This design comes from an exercise in tuning for small area, a short achievable clock period and few clock cycles per item on the open sky130 flow, not from production work. At most, simulation tests tie the RTL to the original design; equivalence was not proved.

Setup of the baseline:
// cnetz_rxdec
module cnetz_rxdec (
    input  wire         clk,
    input  wire         rst,           
    input  wire         in_valid,
    output wire         in_ready,
    input  wire [149:0] in_frame,
    output reg          out_valid,
    input  wire         out_ready,
    output reg  [2:0]   out_stat,      
    output wire [63:0]  out_payload,
    output wire [5:0]   out_pad,
    output wire [19:0]  out_eflags,    
    output wire [4:0]   out_errcnt
);
For scale: ~1,200 cells after synthesis, roughly 91 flip-flops.
==> module cnetz_ecsum, before the edit <==
module cnetz_ecsum (input wire [9:0] a, input wire [9:0] b, output wire [4:0] o, output wire [14:0] ps);
    cnetz_x2 ue1 (.a(a[0]), .b(a[1]), .y(ps[0]));
    wire e2; cnetz_x2 ue2 (.a(b[0]), .b(b[1]), .y(e2));
    cnetz_a21o ue3 (.a(a[0]), .b(a[1]), .c(e2), .y(ps[1]));
    cnetz_a2 ue4 (.a(b[0]), .b(b[1]), .y(ps[2]));
    cnetz_x2 ue5 (.a(a[2]), .b(a[3]), .y(ps[3]));
    wire e6; cnetz_x2 ue6 (.a(b[2]), .b(b[3]), .y(e6));
    cnetz_a21o ue7 (.a(a[2]), .b(a[3]), .c(e6), .y(ps[4]));
    cnetz_a2 ue8 (.a(b[2]), .b(b[3]), .y(ps[5]));
    cnetz_x2 ue9 (.a(a[4]), .b(a[5]), .y(ps[6]));
    wire e10; cnetz_x2 ue10 (.a(b[4]), .b(b[5]), .y(e10));
    cnetz_a21o ue11 (.a(a[4]), .b(a[5]), .c(e10), .y(ps[7]));
    cnetz_a2 ue12 (.a(b[4]), .b(b[5]), .y(ps[8]));
    cnetz_x2 ue13 (.a(a[6]), .b(a[7]), .y(ps[9]));
    wire e14; cnetz_x2 ue14 (.a(b[6]), .b(b[7]), .y(e14));
    cnetz_a21o ue15 (.a(a[6]), .b(a[7]), .c(e14), .y(ps[10]));
    cnetz_a2 ue16 (.a(b[6]), .b(b[7]), .y(ps[11]));
    cnetz_x2 ue17 (.a(a[8]), .b(a[9]), .y(ps[12]));
    wire e18; cnetz_x2 ue18 (.a(b[8]), .b(b[9]), .y(e18));
    cnetz_a21o ue19 (.a(a[8]), .b(a[9]), .c(e18), .y(ps[13]));
    cnetz_a2 ue20 (.a(b[8]), .b(b[9]), .y(ps[14]));
    wire e21; cnetz_x2 ue21 (.a(ps[0]), .b(ps[3]), .y(e21));
    wire e22; cnetz_x2 ue22 (.a(e21), .b(ps[6]), .y(e22));
    wire e23; cnetz_maj ue23 (.a(ps[0]), .b(ps[3]), .c(ps[6]), .y(e23));
    wire e24; cnetz_x2 ue24 (.a(ps[9]), .b(ps[12]), .y(e24));
    cnetz_x2 ue25 (.a(e24), .b(e22), .y(o[0]));
    wire e26; cnetz_maj ue26 (.a(ps[9]), .b(ps[12]), .c(e22), .y(e26));
    wire e27; cnetz_x2 ue27 (.a(ps[1]), .b(ps[4]), .y(e27));
    wire e28; cnetz_x2 ue28 (.a(e27), .b(ps[7]), .y(e28));
    wire e29; cnetz_maj ue29 (.a(ps[1]), .b(ps[4]), .c(ps[7]), .y(e29));
    wire e30; cnetz_x2 ue30 (.a(ps[10]), .b(ps[13]), .y(e30));
    wire e31; cnetz_x2 ue31 (.a(e30), .b(e23), .y(e31));
    wire e32; cnetz_maj ue32 (.a(ps[10]), .b(ps[13]), .c(e23), .y(e32));
    wire e33; cnetz_x2 ue33 (.a(e28), .b(e31), .y(e33));
    cnetz_x2 ue34 (.a(e33), .b(e26), .y(o[1]));
    wire e35; cnetz_maj ue35 (.a(e28), .b(e31), .c(e26), .y(e35));
    wire e36; cnetz_x2 ue36 (.a(ps[2]), .b(ps[5]), .y(e36));
    wire e37; cnetz_x2 ue37 (.a(e36), .b(ps[8]), .y(e37));
    wire e38; cnetz_maj ue38 (.a(ps[2]), .b(ps[5]), .c(ps[8]), .y(e38));
    wire e39; cnetz_x2 ue39 (.a(ps[11]), .b(ps[14]), .y(e39));
    wire e40; cnetz_x2 ue40 (.a(e39), .b(e37), .y(e40));
    wire e41; cnetz_maj ue41 (.a(ps[11]), .b(ps[14]), .c(e37), .y(e41));
    wire e42; cnetz_x2 ue42 (.a(e29), .b(e32), .y(e42));
    wire e43; cnetz_x2 ue43 (.a(e42), .b(e40), .y(e43));
    wire e44; cnetz_maj ue44 (.a(e29), .b(e32), .c(e40), .y(e44));
    wire e45; cnetz_x2 ue45 (.a(e38), .b(e41), .y(e45));
    wire e46; cnetz_x2 ue46 (.a(e45), .b(e44), .y(e46));
    wire e47; cnetz_maj ue47 (.a(e38), .b(e41), .c(e44), .y(e47));
    cnetz_x2 ue48 (.a(e43), .b(e35), .y(o[2]));
    wire e49; cnetz_a2 ue49 (.a(e43), .b(e35), .y(e49));
    cnetz_x2 ue50 (.a(e46), .b(e49), .y(o[3]));
    wire e51; cnetz_a2 ue51 (.a(e46), .b(e49), .y(e51));
    cnetz_x2 ue52 (.a(e47), .b(e51), .y(o[4]));
    wire e53; cnetz_a2 ue53 (.a(e47), .b(e51), .y(e53));
endmodule
export LEC_CHECK = 0
export CAP_MARGIN = 20
export CORE_MARGIN = 2
export CORE_UTILIZATION = 40
export SLEW_MARGIN = 20
export SYNTH_HIERARCHICAL = 1
export SYNTH_MINIMUM_KEEP_SIZE = 0
create_clock -name core_clock -period 10.0 [get_ports {clk}]
standard.sh (not shown) runs the stock make flow with config.mk's settings and CLKGATE_MAP_FILE= SYNTH_SCRIPT=/design/flow/synth_recipe.tcl, a recipe that flattens the netlist after the stock synthesis.
==> flow/flow/run.sh <==
#!/bin/bash
# The standard layout (standard.sh), with plain buf_1 cells as the port buffers.
export BUFFER_PORTS_ARGS="-buffer_cell sky130_fd_sc_hd__buf_1"
bash standard.sh > standard_run.log 2>&1
Input changes introduced in the candidate (baseline for comparison: the baseline):
--- a/flow/design.v
+++ b/flow/design.v
@@ -279,8 +279,6 @@
     wire e47; cnetz_maj ue47 (.a(e38), .b(e41), .c(e44), .y(e47));
     cnetz_x2 ue48 (.a(e43), .b(e35), .y(o[2]));
     wire e49; cnetz_a2 ue49 (.a(e43), .b(e35), .y(e49));
     cnetz_x2 ue50 (.a(e46), .b(e49), .y(o[3]));
-    wire e51; cnetz_a2 ue51 (.a(e46), .b(e49), .y(e51));
-    cnetz_x2 ue52 (.a(e47), .b(e51), .y(o[4]));
-    wire e53; cnetz_a2 ue53 (.a(e47), .b(e51), .y(e53));
-endmodule
+    cnetz_a21o ue51 (.a(e46), .b(e49), .c(e47), .y(o[4]));
+endmodule
==> run summary <==
Per the comparison of the candidate with the baseline, worst hold-check slack rose 0.13 ns; clock buffer instance count of the final layout fell 4; area of the die about even.
Final area essentially unchanged between the baseline and the candidate.
Relative to the baseline, cell count along the critical path decreased by 3 in the candidate.
Run comparison: the candidate slowest stage cell on the critical path sky130_fd_sc_hd__nor4_1; the baseline slowest stage cell on the critical path sky130_fd_sc_hd__edfxtp_1
The candidate vs. the baseline: via count rose by 125; sequential area share after synthesis stayed essentially flat.
Testbench counts of the candidate, summed over its fixed seeds: cycles 4,008, items 4,000.
No functional check of the RTL was part of the baseline.

-- what the ideal ports hide --
Ports are ideal in the flow. The routed layouts listed here were re-timed in OpenROAD. Step 1 sets driving cells, clkbuf_16 on the clock port and buf_2 on the other inputs (assumed; they add their load-dependent delay and slew). Step 2, shift: input delay + t, output delay - t, t = (earliest + latest rising clock arrival at the registers) / 2. This alone moves slack from input paths to output paths. Three values: ideal, step 1, step 2; two values: the first two.
run | shift t [ns] | setup WS [ns] | worst setup path at the end | cell pins on the clock port's net
the baseline | 0.388 | 5.180 / 5.134 / 5.167 | input to register | 1
the candidate | 0.389 | 5.216 / 5.171 / 5.161 | input to register | 1
After both steps every run listed still meets setup and hold. The setup slack of the candidate, which loses most, moves by -0.045 ns with the drivers and by -0.055 ns with both steps.
